Context: an optimization exercise on an open-source flow, tuned for small area, a short achievable clock period and few clock cycles per item. The choices shown serve that exercise and are no tape-out recipe.
The RTL was checked by simulation tests, not by an equivalence proof against the original design.
Power and IR drop assume default switching activity.

`design/flow/config.mk`:
```
export PLATFORM = sky130hd
export DESIGN_NAME = kemojo
export DESIGN_NICKNAME = kemojo
export VERILOG_FILES = /design/flow/design.v
export SDC_FILE = /design/flow/constraint.sdc
export NUM_CORES = 4
export LEC_CHECK = 0
export CAP_MARGIN = 20
export CORE_MARGIN = 2
export CORE_UTILIZATION = 40
export SLEW_MARGIN = 20
```
`design/flow/run.sh`:
```
#!/bin/bash
# synth_recipe.tcl (not shown) runs the flow's synth.tcl, then flattens the netlist and writes it again
# the make line also repeats each setting of config.mk as NAME=value (left out here)
make -C /OpenROAD-flow-scripts/flow DESIGN_CONFIG=/design/flow/config.mk WORK_HOME=/design/flow/orfs CLKGATE_MAP_FILE= SYNTH_SCRIPT=/design/flow/synth_recipe.tcl finish
```
`design/flow/constraint.sdc`:
```
create_clock -name core_clock -period 11.0 [get_ports {clk}]
set_input_delay 2.2000 -clock core_clock [delete_from_list [all_inputs] [get_ports {clk}]]
set_output_delay 2.2000 -clock core_clock [all_outputs]
set_load 0.01 [all_outputs]
```
`design/flow/design.v`:
```
module kemojo (
    input  wire        clk,
    input  wire        rst,         
    input  wire        ev_valid,
    output wire        ev_ready,
    input  wire [2:0]  ev_type,
    input  wire [31:0] ev_data,
    output wire        out_valid,   
    output wire [7:0]  out_data,    
    output wire        timer_armed  
);
    localparam OUT_CAP   = 64;
    localparam OUT_AW    = 6;
    localparam BOOT_BYTE = 8'hF1;
    localparam EV_HOST    = 3'd0;
    localparam EV_TICK    = 3'd1;
    localparam EV_KEY     = 3'd2;
    localparam EV_MOTION  = 3'd3;
    localparam EV_BUTTONS = 3'd4;
    localparam EV_EXPIRE  = 3'd5;
    localparam EV_POP     = 3'd6;
    localparam M_OFF = 2'd0, M_REL = 2'd1, M_ABS = 2'd2, M_CUR = 2'd3;
    localparam J_OFF = 2'd0, J_AUTO = 2'd1, J_MON = 2'd2;
    localparam [4:0]
        S_IDLE  = 5'd0,
        S_DISP  = 5'd1,
        S_WRST  = 5'd2,
        S_ENQ   = 5'd3,
        S_ENQW  = 5'd4,
        S_T0    = 5'd5,
        S_T1    = 5'd6,
        S_K1    = 5'd7,
        S_K2    = 5'd8,
        S_K3    = 5'd9,
        S_F     = 5'd10,
        S_M     = 5'd11,
        S_C0    = 5'd12,
        S_CX    = 5'd13,
        S_CY    = 5'd14,
        S_CL    = 5'd15,
        S_CR    = 5'd16,
        S_CN    = 5'd17,
        S_ME    = 5'd18,
        S_J0    = 5'd19,
        S_J1    = 5'd20;
    reg [4:0]  state, ret_state;
    reg [15:0] evd;                  
    reg [7:0]  cmdbuf [0:6];
    reg [2:0]  cmdlen;
    reg [7:0]        outbuf [0:OUT_CAP-1];
    reg [OUT_AW-1:0] out_head, out_tail;
    reg [OUT_AW:0]   out_count;
    reg              pause;
    reg [7:0]  pkt [0:7];
    reg [3:0]  pkt_len;
    reg [2:0]  pkt_idx;
    reg [1:0]  mmode;
    reg [2:0]  action;
    reg [15:0] abs_x, abs_y, max_x, max_y;
    reg [31:0] acc_x, acc_y;
    reg [31:0] delta_x, delta_y;
    reg [7:0]  scale_x, scale_y, thr_x, thr_y, kc_x, kc_y;
    reg        ysign;
    reg [1:0]  btn_l, btn_r, btn_l_prev, btn_r_prev;
    reg [3:0]  abs_prev_mask;
    reg [3:0]  cur_steps;
    reg [1:0]  jmode;
    reg [7:0]  jcur0, jcur1, jprev0, jprev1, jrate;
    reg        booting, mdis, jdis, medr, tarmed;
    integer i;
    assign ev_ready    = (state == S_IDLE);
    assign out_valid   = (out_count != 0);
    assign out_data    = outbuf[out_head];
    assign timer_armed = tarmed;
    function [2:0] cmd_len;
        input [7:0] c;
        begin
            case (c)
                8'h08, 8'h0D, 8'h0F, 8'h10, 8'h11, 8'h12, 8'h13, 8'h14,
                8'h15, 8'h16, 8'h18, 8'h1A,
                8'h87, 8'h88, 8'h89, 8'h8A, 8'h8B, 8'h8C, 8'h8F, 8'h90,
                8'h92, 8'h94, 8'h95, 8'h99, 8'h9A:     cmd_len = 3'd1;
                8'h07, 8'h17, 8'h80:                   cmd_len = 3'd2;
                8'h0A, 8'h0B, 8'h0C:                   cmd_len = 3'd3;
                8'h09:                                 cmd_len = 3'd5;
                8'h0E:                                 cmd_len = 3'd6;
                8'h19:                                 cmd_len = 3'd7;
                default:                               cmd_len = 3'd0;
            endcase
        end
    endfunction
    wire [7:0] host_b   = ev_data[7:0];
    wire [7:0] host_c   = (cmdlen == 3'd0) ? host_b : cmdbuf[0];
    wire [2:0] host_len = cmd_len(host_c);
    wire pl  = |btn_l;
    wire pr  = |btn_r;
    wire ppl = |btn_l_prev;
    wire ppr = |btn_r_prev;
    wire edge_l = pl != ppl;
    wire edge_r = pr != ppr;
    wire press_edge   = (pl & ~ppl) | (pr & ~ppr);
    wire release_edge = (~pl & ppl) | (~pr & ppr);
    wire [7:0] j0raw = evd[7:0];
    wire [7:0] j1raw = evd[15:8];
    wire [7:0] m0 = j0raw & 8'h8F;
    wire [7:0] m1 = j1raw & 8'h8F;
    wire [7:0] mx = (scale_x > 8'd1) ? scale_x : 8'd1;
    wire [7:0] my = (scale_y > 8'd1) ? scale_y : 8'd1;
    wire signed [41:0] prod_x = $signed(acc_x) * $signed({1'b0, mx});
    wire signed [41:0] prod_y = $signed(acc_y) * $signed({1'b0, my});
    wire signed [41:0] sum_x  = $signed({26'd0, abs_x}) + prod_x;
    wire signed [41:0] sum_y  = ysign ? ($signed({26'd0, abs_y}) - prod_y)
                                      : ($signed({26'd0, abs_y}) + prod_y);
    wire [15:0] new_abs_x = sum_x[41] ? 16'd0 :
                            (sum_x > $signed({26'd0, max_x})) ? max_x : sum_x[15:0];
    wire [15:0] new_abs_y = sum_y[41] ? 16'd0 :
                            (sum_y > $signed({26'd0, max_y})) ? max_y : sum_y[15:0];
    wire signed [31:0] dxs = delta_x;
    wire signed [31:0] dys = delta_y;
    wire [7:0] cx = (dxs < -32'sd128) ? 8'h80 : (dxs > 32'sd127) ? 8'h7F : delta_x[7:0];
    wire [7:0] cy = (dys < -32'sd128) ? 8'h80 : (dys > 32'sd127) ? 8'h7F : delta_y[7:0];
    wire signed [9:0] cxs = {{2{cx[7]}}, cx};
    wire signed [9:0] cys = {{2{cy[7]}}, cy};
    wire signed [9:0] txs = {2'b00, thr_x};
    wire signed [9:0] tys = {2'b00, thr_y};
    wire exc_x = ((cxs < 0) && (cxs < -txs)) || ((cxs > 0) && (cxs > txs));
    wire exc_y = ((cys < 0) && (cys < -tys)) || ((cys > 0) && (cys > tys));
    wire rel_due = exc_x | exc_y | edge_l | edge_r;
    wire [7:0] rel_btn = {6'd0, pl, pr};
    wire [7:0] cy_out  = ysign ? (8'd0 - cy) : cy;
    wire signed [32:0] dx33 = {delta_x[31], delta_x};
    wire signed [32:0] dy33 = {delta_y[31], delta_y};
    wire signed [32:0] kx33 = {25'd0, kc_x};
    wire signed [32:0] ky33 = {25'd0, kc_y};
    wire cur_left  = (delta_x != 0) && (dx33 <= -kx33);
    wire cur_right = (delta_x != 0) && (dx33 >=  kx33);
    wire cur_up    = (delta_y != 0) && (dy33 <= -ky33);
    wire cur_down  = (delta_y != 0) && (dy33 >=  ky33);
    wire cur_due   = cur_left | cur_right | cur_up | cur_down | edge_l | edge_r;
    wire [3:0] abs_cur  = (pr ? 4'b0001 : 4'b0010) | (pl ? 4'b0100 : 4'b1000);
    wire [3:0] abs_mask = abs_cur & abs_prev_mask;
    wire fifo_wr = !rst && (state == S_ENQW);
    always @(posedge clk) begin
        if (fifo_wr)
            outbuf[out_tail] <= pkt[pkt_idx];
    end
    wire [OUT_AW:0] out_free = OUT_CAP - out_count;
    always @(posedge clk) begin
        if (rst || state == S_WRST) begin
            state         <= S_IDLE;
            ret_state     <= S_IDLE;
            cmdlen        <= 3'd0;
            out_head      <= 0;
            out_tail      <= 0;
            out_count     <= 0;
            pause         <= 1'b0;
            pkt_len       <= 4'd0;
            pkt_idx       <= 3'd0;
            mmode         <= M_REL;
            jmode         <= J_AUTO;
            action        <= 3'd0;
            abs_x         <= 16'd0;
            abs_y         <= 16'd0;
            max_x         <= 16'hFFFF;
            max_y         <= 16'hFFFF;
            acc_x         <= 32'd0;
            acc_y         <= 32'd0;
            delta_x       <= 32'd0;
            delta_y       <= 32'd0;
            scale_x       <= 8'd1;
            scale_y       <= 8'd1;
            thr_x         <= 8'd1;
            thr_y         <= 8'd1;
            kc_x          <= 8'd1;
            kc_y          <= 8'd1;
            ysign         <= 1'b0;
            if (rst) begin
                btn_l     <= 2'b00;
                btn_r     <= 2'b00;
            end else begin
                btn_l[1]  <= 1'b0;       
                btn_r[1]  <= 1'b0;
            end
            btn_l_prev    <= 2'b00;
            btn_r_prev    <= 2'b00;
            abs_prev_mask <= 4'b0101;
            cur_steps     <= 4'd0;
            jcur0         <= 8'd0;
            jcur1         <= 8'd0;
            jprev0        <= 8'd0;
            jprev1        <= 8'd0;
            jrate         <= 8'd1;
            booting       <= 1'b1;
            mdis          <= 1'b0;
            jdis          <= 1'b0;
            medr          <= 1'b0;
            tarmed        <= 1'b1;
        end else begin
            case (state)
            S_IDLE: if (ev_valid) begin
                evd <= ev_data[15:0];
                case (ev_type)
                EV_HOST: begin
                    if (host_len == 3'd0) begin
                        cmdlen <= 3'd0;                          
                    end else begin
                        cmdbuf[cmdlen] <= host_b;
                        if (cmdlen + 3'd1 == host_len)
                            state <= S_DISP;
                        else
                            cmdlen <= cmdlen + 3'd1;
                    end
                end
                EV_TICK:
                    state <= S_T0;
                EV_KEY: begin
                    if (jmode != J_MON) begin
                        pkt[0]    <= {~ev_data[7], ev_data[6:0]};
                        pkt_len   <= 4'd1;
                        ret_state <= S_IDLE;
                        state     <= S_ENQ;
                    end
                end
                EV_MOTION: begin
                    acc_x <= acc_x + {{16{ev_data[15]}}, ev_data[15:0]};
                    acc_y <= acc_y + {{16{ev_data[31]}}, ev_data[31:16]};
                end
                EV_BUTTONS: begin
                    btn_l[0] <= ev_data[0];
                    btn_r[0] <= ev_data[1];
                end
                EV_EXPIRE: begin
                    if (tarmed) begin
                        tarmed    <= 1'b0;
                        booting   <= 1'b0;
                        medr      <= 1'b0;
                        pkt[0]    <= BOOT_BYTE;
                        pkt_len   <= 4'd1;
                        ret_state <= S_IDLE;
                        state     <= S_ENQ;
                    end
                end
                EV_POP: begin
                    if (out_count != 0) begin
                        out_head  <= out_head + 1'b1;
                        out_count <= out_count - 1'b1;
                    end
                end
                default: ;
                endcase
            end
            S_DISP: begin
                pause     <= 1'b0;
                cmdlen    <= 3'd0;
                state     <= S_IDLE;
                ret_state <= S_IDLE;
                for (i = 0; i < 8; i = i + 1)
                    pkt[i] <= 8'h00;
                pkt[0]    <= 8'hF6;
                pkt[1]    <= 8'h00;
                pkt_len   <= 4'd8;
                case (cmdbuf[0])
                8'h07: action <= cmdbuf[1][2:0];
                8'h08: begin
                    mmode <= M_REL;
                    if (booting) medr <= 1'b1;
                end
                8'h09: begin
                    mmode <= M_ABS;
                    max_x <= {cmdbuf[1], cmdbuf[2]};
                    max_y <= {cmdbuf[3], cmdbuf[4]};
                    if (abs_x > {cmdbuf[1], cmdbuf[2]}) abs_x <= {cmdbuf[1], cmdbuf[2]};
                    if (abs_y > {cmdbuf[3], cmdbuf[4]}) abs_y <= {cmdbuf[3], cmdbuf[4]};
                end
                8'h0A: begin
                    mmode <= M_CUR;
                    kc_x  <= cmdbuf[1];
                    kc_y  <= cmdbuf[2];
                end
                8'h0B: begin
                    thr_x <= cmdbuf[1];
                    thr_y <= cmdbuf[2];
                end
                8'h0C: begin
                    scale_x <= cmdbuf[1];
                    scale_y <= cmdbuf[2];
                end
                8'h0D: begin
                    pkt[0] <= 8'hF7;
                    pkt[1] <= {4'd0, abs_mask};
                    pkt[2] <= abs_x[15:8];
                    pkt[3] <= abs_x[7:0];
                    pkt[4] <= abs_y[15:8];
                    pkt[5] <= abs_y[7:0];
                    pkt_len <= 4'd6;
                    abs_prev_mask <= abs_cur ^ 4'b1111;
                    state <= S_ENQ;
                end
                8'h0E: begin
                    abs_x <= ({cmdbuf[2], cmdbuf[3]} > max_x) ? max_x : {cmdbuf[2], cmdbuf[3]};
                    abs_y <= ({cmdbuf[4], cmdbuf[5]} > max_y) ? max_y : {cmdbuf[4], cmdbuf[5]};
                end
                8'h0F: ysign <= 1'b0;
                8'h10: ysign <= 1'b1;
                8'h12: begin
                    mmode <= M_OFF;
                    if (booting) begin
                        mdis <= 1'b1;
                        if (jdis) begin
                            mmode <= M_REL;
                            jmode <= J_AUTO;
                        end
                    end
                end
                8'h13: if (!booting) pause <= 1'b1;
                8'h14: begin
                    jmode <= J_AUTO;
                    mmode <= (medr || mdis) ? M_REL : M_OFF;
                end
                8'h15: jmode <= J_OFF;
                8'h16: begin
                    pkt[0]  <= 8'hFD;
                    pkt[1]  <= jcur0;
                    pkt[2]  <= jcur1;
                    pkt_len <= 4'd3;
                    state   <= S_ENQ;
                end
                8'h17: begin
                    jmode <= J_MON;
                    jrate <= (cmdbuf[1] == 8'd0) ? 8'd1 : cmdbuf[1];
                end
                8'h1A: begin
                    jmode <= J_OFF;
                    if (booting) begin
                        jdis <= 1'b1;
                        if (mdis) begin
                            mmode <= M_REL;
                            jmode <= J_AUTO;
                        end
                    end
                end
                8'h80: if (cmdbuf[1] == 8'h01) state <= S_WRST;
                8'h87: begin
                    pkt[1] <= 8'h07;
                    pkt[2] <= {5'd0, action};
                    state  <= S_ENQ;
                end
                8'h88, 8'h89, 8'h8A: begin
                    case (mmode)
                    M_REL: pkt[1] <= 8'h08;
                    M_ABS: begin
                        pkt[1] <= 8'h09;
                        pkt[2] <= max_x[15:8];
                        pkt[3] <= max_x[7:0];
                        pkt[4] <= max_y[15:8];
                        pkt[5] <= max_y[7:0];
                    end
                    M_CUR: begin
                        pkt[1] <= 8'h0A;
                        pkt[2] <= kc_x;
                        pkt[3] <= kc_y;
                    end
                    default: pkt[1] <= 8'h12;
                    endcase
                    state <= S_ENQ;
                end
                8'h8B: begin
                    pkt[1] <= 8'h0B;
                    pkt[2] <= thr_x;
                    pkt[3] <= thr_y;
                    state  <= S_ENQ;
                end
                8'h8C: begin
                    pkt[1] <= 8'h0C;
                    pkt[2] <= scale_x;
                    pkt[3] <= scale_y;
                    state  <= S_ENQ;
                end
                8'h8F, 8'h90: begin
                    pkt[1] <= ysign ? 8'h10 : 8'h0F;
                    state  <= S_ENQ;
                end
                8'h92: begin
                    pkt[1] <= (mmode == M_OFF) ? 8'h12 : 8'h00;
                    state  <= S_ENQ;
                end
                8'h94, 8'h95, 8'h99: begin
                    case (jmode)
                    J_AUTO: pkt[1] <= 8'h14;
                    J_MON: begin
                        pkt[1] <= 8'h17;
                        pkt[2] <= jrate;
                    end
                    default: pkt[1] <= 8'h15;
                    endcase
                    state <= S_ENQ;
                end
                8'h9A: begin
                    pkt[1] <= (jmode == J_OFF) ? 8'h1A : 8'h00;
                    state  <= S_ENQ;
                end
                default: ;       
                endcase
            end
            S_ENQ: begin
                pkt_idx <= 3'd0;
                if (!booting && !pause && out_free >= {3'd0, pkt_len})
                    state <= S_ENQW;
                else
                    state <= ret_state;
            end
            S_ENQW: begin
                out_tail  <= out_tail + 1'b1;
                out_count <= out_count + 1'b1;
                pkt_idx   <= pkt_idx + 3'd1;
                if ({1'b0, pkt_idx} == pkt_len - 4'd1)
                    state <= ret_state;
            end
            S_T0: begin
                if (mmode == M_OFF) begin
                    jcur0    <= m0 | (m1 & 8'h80);
                    jcur1    <= m1;
                    btn_r[1] <= 1'b0;
                end else begin
                    jcur0    <= m0;
                    jcur1    <= m1 & 8'h0F;
                    btn_r[1] <= m1[7];
                end
                acc_x   <= 32'd0;
                acc_y   <= 32'd0;
                abs_x   <= new_abs_x;
                abs_y   <= new_abs_y;
                if (jmode == J_MON) begin
                    delta_x   <= 32'd0;
                    delta_y   <= 32'd0;
                    pkt[0]    <= {6'd0, j0raw[7], j1raw[7]};
                    pkt[1]    <= {j0raw[3:0], j1raw[3:0]};
                    pkt_len   <= 4'd2;
                    ret_state <= S_IDLE;
                    state     <= S_ENQ;
                end else begin
                    delta_x <= delta_x + acc_x;
                    delta_y <= delta_y + acc_y;
                    state   <= S_T1;
                end
            end
            S_T1: state <= action[2] ? S_K1 : S_F;
            S_K1: begin
                state <= S_K2;
                if (edge_l) begin
                    pkt[0]    <= pl ? 8'h74 : 8'hF4;
                    pkt_len   <= 4'd1;
                    ret_state <= S_K2;
                    state     <= S_ENQ;
                end
            end
            S_K2: begin
                state <= S_K3;
                if (edge_r) begin
                    pkt[0]    <= pr ? 8'h75 : 8'hF5;
                    pkt_len   <= 4'd1;
                    ret_state <= S_K3;
                    state     <= S_ENQ;
                end
            end
            S_K3: begin
                btn_l_prev <= btn_l;
                btn_r_prev <= btn_r;
                delta_x    <= 32'd0;
                delta_y    <= 32'd0;
                state      <= (jmode == J_AUTO) ? S_J0 : S_IDLE;
            end
            S_F: begin
                state <= S_M;
                if ((action[0] && press_edge) || (action[1] && release_edge)) begin
                    pkt[0]    <= 8'hF7;
                    pkt[1]    <= {4'd0, abs_mask};
                    pkt[2]    <= abs_x[15:8];
                    pkt[3]    <= abs_x[7:0];
                    pkt[4]    <= abs_y[15:8];
                    pkt[5]    <= abs_y[7:0];
                    pkt_len   <= 4'd6;
                    abs_prev_mask <= abs_cur ^ 4'b1111;
                    ret_state <= S_M;
                    state     <= S_ENQ;
                end
            end
            S_M: begin
                state <= S_ME;
                case (mmode)
                M_REL: begin
                    if (rel_due) begin
                        pkt[0]     <= 8'hF8 | rel_btn;
                        pkt[1]     <= cx;
                        pkt[2]     <= cy_out;
                        pkt_len    <= 4'd3;
                        delta_x    <= delta_x - {{24{cx[7]}}, cx};
                        delta_y    <= delta_y - {{24{cy[7]}}, cy};
                        btn_l_prev <= btn_l;
                        btn_r_prev <= btn_r;
                        ret_state  <= S_ME;
                        state      <= S_ENQ;
                    end
                end
                M_CUR: begin
                    cur_steps <= 4'd0;
                    state     <= S_C0;
                end
                default: begin
                    delta_x <= 32'd0;
                    delta_y <= 32'd0;
                end
                endcase
            end
            S_C0: state <= (cur_steps < 4'd10 && cur_due) ? S_CX : S_ME;
            S_CX: begin
                state <= S_CY;
                if (cur_left || cur_right) begin
                    pkt[0]    <= cur_left ? 8'h4B : 8'h4D;
                    pkt[1]    <= cur_left ? 8'hCB : 8'hCD;
                    pkt_len   <= 4'd2;
                    delta_x   <= cur_left ? delta_x + {24'd0, kc_x} : delta_x - {24'd0, kc_x};
                    ret_state <= S_CY;
                    state     <= S_ENQ;
                end
            end
            S_CY: begin
                state <= S_CL;
                if (cur_up || cur_down) begin
                    pkt[0]    <= cur_up ? 8'h48 : 8'h50;
                    pkt[1]    <= cur_up ? 8'hC8 : 8'hD0;
                    pkt_len   <= 4'd2;
                    delta_y   <= cur_up ? delta_y + {24'd0, kc_y} : delta_y - {24'd0, kc_y};
                    ret_state <= S_CL;
                    state     <= S_ENQ;
                end
            end
            S_CL: begin
                state <= S_CR;
                if (edge_l) begin
                    pkt[0]     <= pl ? 8'h74 : 8'hF4;
                    pkt_len    <= 4'd1;
                    btn_l_prev <= btn_l;
                    ret_state  <= S_CR;
                    state      <= S_ENQ;
                end
            end
            S_CR: begin
                state <= S_CN;
                if (edge_r) begin
                    pkt[0]     <= pr ? 8'h75 : 8'hF5;
                    pkt_len    <= 4'd1;
                    btn_r_prev <= btn_r;
                    ret_state  <= S_CN;
                    state      <= S_ENQ;
                end
            end
            S_CN: begin
                cur_steps <= cur_steps + 4'd1;
                state     <= S_C0;
            end
            S_ME: begin
                btn_l_prev <= btn_l;
                btn_r_prev <= btn_r;
                state      <= (jmode == J_AUTO) ? S_J0 : S_IDLE;
            end
            S_J0: begin
                state <= S_J1;
                if (jcur0 != jprev0) begin
                    pkt[0]    <= 8'hFE;
                    pkt[1]    <= jcur0;
                    pkt_len   <= 4'd2;
                    jprev0    <= jcur0;
                    ret_state <= S_J1;
                    state     <= S_ENQ;
                end
            end
            S_J1: begin
                state <= S_IDLE;
                if (jcur1 != jprev1) begin
                    pkt[0]    <= 8'hFF;
                    pkt[1]    <= jcur1;
                    pkt_len   <= 4'd2;
                    jprev1    <= jcur1;
                    ret_state <= S_IDLE;
                    state     <= S_ENQ;
                end
            end
            default: state <= S_IDLE;
            endcase
        end
    end
endmodule
```
==> flow_metrics.tcl <==
set metrics [dict create \
    status "complete, no violations" \
    synth_area_leader_cell "edfxtp_1" \
    finalHoldViolCount 0 \
    num_rows 163 \
    start_util_pct 40.2 \
    setup_viol 0 \
    first_pass_iters 7 \
    portBuffers 48 \
    layout_worst_path_cycle_share_pct 90.3 \
    die_x_um 450 \
    drtIter0Drc 5865 \
    fmax_ghz 0.101 \
    final_area_mm2 0.0868 \
    power_leakage_nw 36.6 \
    cts_made_buffers 108 \
    cts_setup_buffers 0 \
    final_common_cell "inv_1" \
    cp_max_fo 35 \
    post_drt_wl_per_cell_um 22.1 \
    maxCapViolations 0 \
    grt_max_degree 74 \
    htreeDepth 3 \
    ys_seq_area_share_pct 32.0 \
    path_class "reg2reg" \
    synth-seq-cells 959 \
    arrival_ns 10.55 \
    powerDensity_mw_per_mm2 111 \
    syn_to_final_growth_pct 9.25 \
    routed_via_density 5.82 \
    synth_top_flop_cell "edfxtp_1" \
    syn_area_per_cell_um2 9.62 \
    critical_path.max_stage_delay_ns 0.80 \
    maxSlewViolCount 0 \
    rsz0062_at_grt "no" \
    cts_root_buf "clkbuf_16" \
    drive_gt1_share_pct 6.93 \
    synthCells 8257 \
    clkTransAtPathRegs_ns 0.08 \
    die-area_mm2 0.202 \
    nets 9327 \
    grt_overflow 0 \
    die_h_um 450 \
    fin_skew_ns 0.109 \
    hp-class "reg2reg" \
    vias 63403 \
    grt_usage_pct 23.3 \
    cts_sinks 959 \
    async_flop_share_pct 0 \
    wirelength_mm 241 \
    synth_area_leaders "edfxtp_1 23%, ha_1 11%, fa_1 11%" \
    placed_area_mm2 0.0829 \
    cts_tree "yes" \
    fp.coreArea_mm2 0.197 \
    setup.worst_path.end_class "flop" \
    netlist.area_leader.share_pct 23.4 \
    antenna_found_initial 7 \
    max-slew-margin-rel_pct 24.1 \
    final_cell_mix "776 x inv_1, 762 x nand2_1, 710 x ha_1" \
    top_level_ports 49 \
    syn_area_mm2 0.0794 \
    synth_edf_count 620 \
    cts_buffer_depth 3 \
    remaining_drc_errors 0 \
    fin_setup_tns_ns 0 \
    clk_latency_ns 0.80 \
    ir_worst_vdd_mv 0.147 \
    period_needed_ns 9.93 \
    cp.required_ns 11.62 \
    dp_hpwl_mm 177 \
    p_total_w 0.00963 \
    grt_pass1_vias 62344 \
    crit_slowest_cell "a21o_1" \
    tightest_slew_ns 1.13 \
    cts-resized-gates 0 \
    hold_buffers 0 \
    grt_pass1_wl_mm 372 \
    synth_cell_types 105 \
    place_congestion 0.938 \
    critical_path.startpoint_type "flop" \
    ant_nets 0 \
    syn-num-nets 9425 \
    crit_top_cell "fa_1" \
    yosysWarnings 2 \
]
layer usage:
| metal | GRT usage (%) | part of all wire, % | vias up |
|---|---|---|---|
| li1 | - | - | 29305 |
| met3 | 3.23 | 7.2 | 408 |
| met1 | 31.4 | 42 | 31362 |
| met5 | 0 | 0.010 | - |
| met2 | 38.5 | 47 | 2324 |
| met4 | 7.53 | 3.3 | 4 |
layout make-up:
type                    count  area [um2]
diodes                      1        2.50
clock buffers             126        2870
clock inverters            79         990
fillers                 18965      111000
inverters                 776        2910
multi-input cells        6166       50000
flip-flops and latches    959       25400
well taps                2640        3300
repair buffers            148        1270
flip-flops by register name, indices dropped and copies added (netlist names), 10 cells and up, named ones only:
name,flops
delta_x,32
evd,10
acc_x,32
outbuf,512
acc_y,32
cmdbuf,48
max_y,16
abs_x,16
pkt,48
abs_y,16
max_x,16
delta_y,32
kinds of logic after synthesis:
family,after synthesis,share of synthesized area [%]
flip-flops,959,32.0
multiplexers,270,6.05
AO/OA/AOI/OAI,1788,14.7
XOR/XNOR,385,4.31
AND/OR/NAND/NOR,2593,15.8
buffers and inverters,1132,5.40
adder cells (fa/ha/maj),1130,21.8
synth_stat cells, types with 109 or more instances:
| cell type | count |
|---|---|
| nand3_1 | 187 |
| xnor2_1 | 258 |
| xor2_1 | 122 |
| nor3_1 | 157 |
| clkbuf_1 | 290 |
| inv_1 | 776 |
| mux4_2 | 168 |
| a21oi_1 | 537 |
| edfxtp_1 | 620 |
| nor2_1 | 617 |
| nand4_1 | 109 |
| ha_1 | 710 |
| a21o_1 | 148 |
| dfxtp_1 | 339 |
| and2_1 | 325 |
| fa_1 | 420 |
| nand2_1 | 763 |
| o21ai_0 | 307 |
power by group:
| group | leakage, nW | total [W] | switching (W) | internal [W] |
|---|---|---|---|---|
| Sequential | 8.31 | 0.00396 | 0.0000600 | 0.00390 |
| Combinational | 26.4 | 0.00180 | 0.00110 | 0.000700 |
| Clock | 1.86 | 0.00388 | 0.00165 | 0.00223 |
critical path: cells and delay by family (launching register included):
| kind | cells | cell delay, ns |
|---|---|---|
| DFF | 1 | 0.30 |
| muxes | 1 | 0.26 |
| adders and majority gates | 6 | 2.69 |
| xor gates and xnor gates | 1 | 0.17 |
| buffers and inverters | 4 | 0.41 |
| and+or+nand+nor | 9 | 2.42 |
| AOI/OAI and AO/OA | 12 | 3.50 |
worst paths after layout:
path | startpoint | endpoint | slack [ns] | cells after the start
setup / recovery | scale_y[4] | abs_y[6] | 1.07 | 33
hold / removal | ret_state[1] | ret_state[1] | 0.46 | 2
setup reg to reg | scale_y[4] | abs_y[6] | 1.07 | 33
hold reg to reg | ret_state[1] | ret_state[1] | 0.46 | 2
per-stage QoR:
stage,setup slack [ns],hold slack [ns],util (%),std cells
after floorplan,2.60,0.430,-,8257
after global placement,1.35,0.449,42.0,10686
after detailed placement,1.11,0.454,42.0,10687
after CTS,1.12,0.465,43.9,10892
after global routing,0.200,0.492,44.0,10895
final,1.07,0.461,44.0,10895
Testbench counts, summed over its fixed seeds: cycles 60,221, events 24,014.

==> port drivers added, routing unchanged <==
No port has a modelled driver above. Below, the same layout with a new extraction and two added sets of constraints.
Step 1: set_driving_cell puts a clkbuf_16 on clk and a buf_2 on each other input, an assumption about the parent block.
Step 2, shift: input delay + t, output delay - t, t = (earliest + latest rising clock arrival at the registers) / 2. This alone moves slack from input paths to output paths.
Slacks: ideal ports / drivers / drivers and shift; pairs: ideal ports / drivers.
t (ns): 0.832
setup WS [ns]: 1.068 / 1.068 / 1.068
worst setup path at the end: register to register
worst slew at a driven data input, ns: 0.11
pins driven straight from the clock port: 1
After both steps setup and hold are still met in this run. For this run, drivers alone change the setup slack by 0.000 ns; drivers and shift together by 0.000 ns.
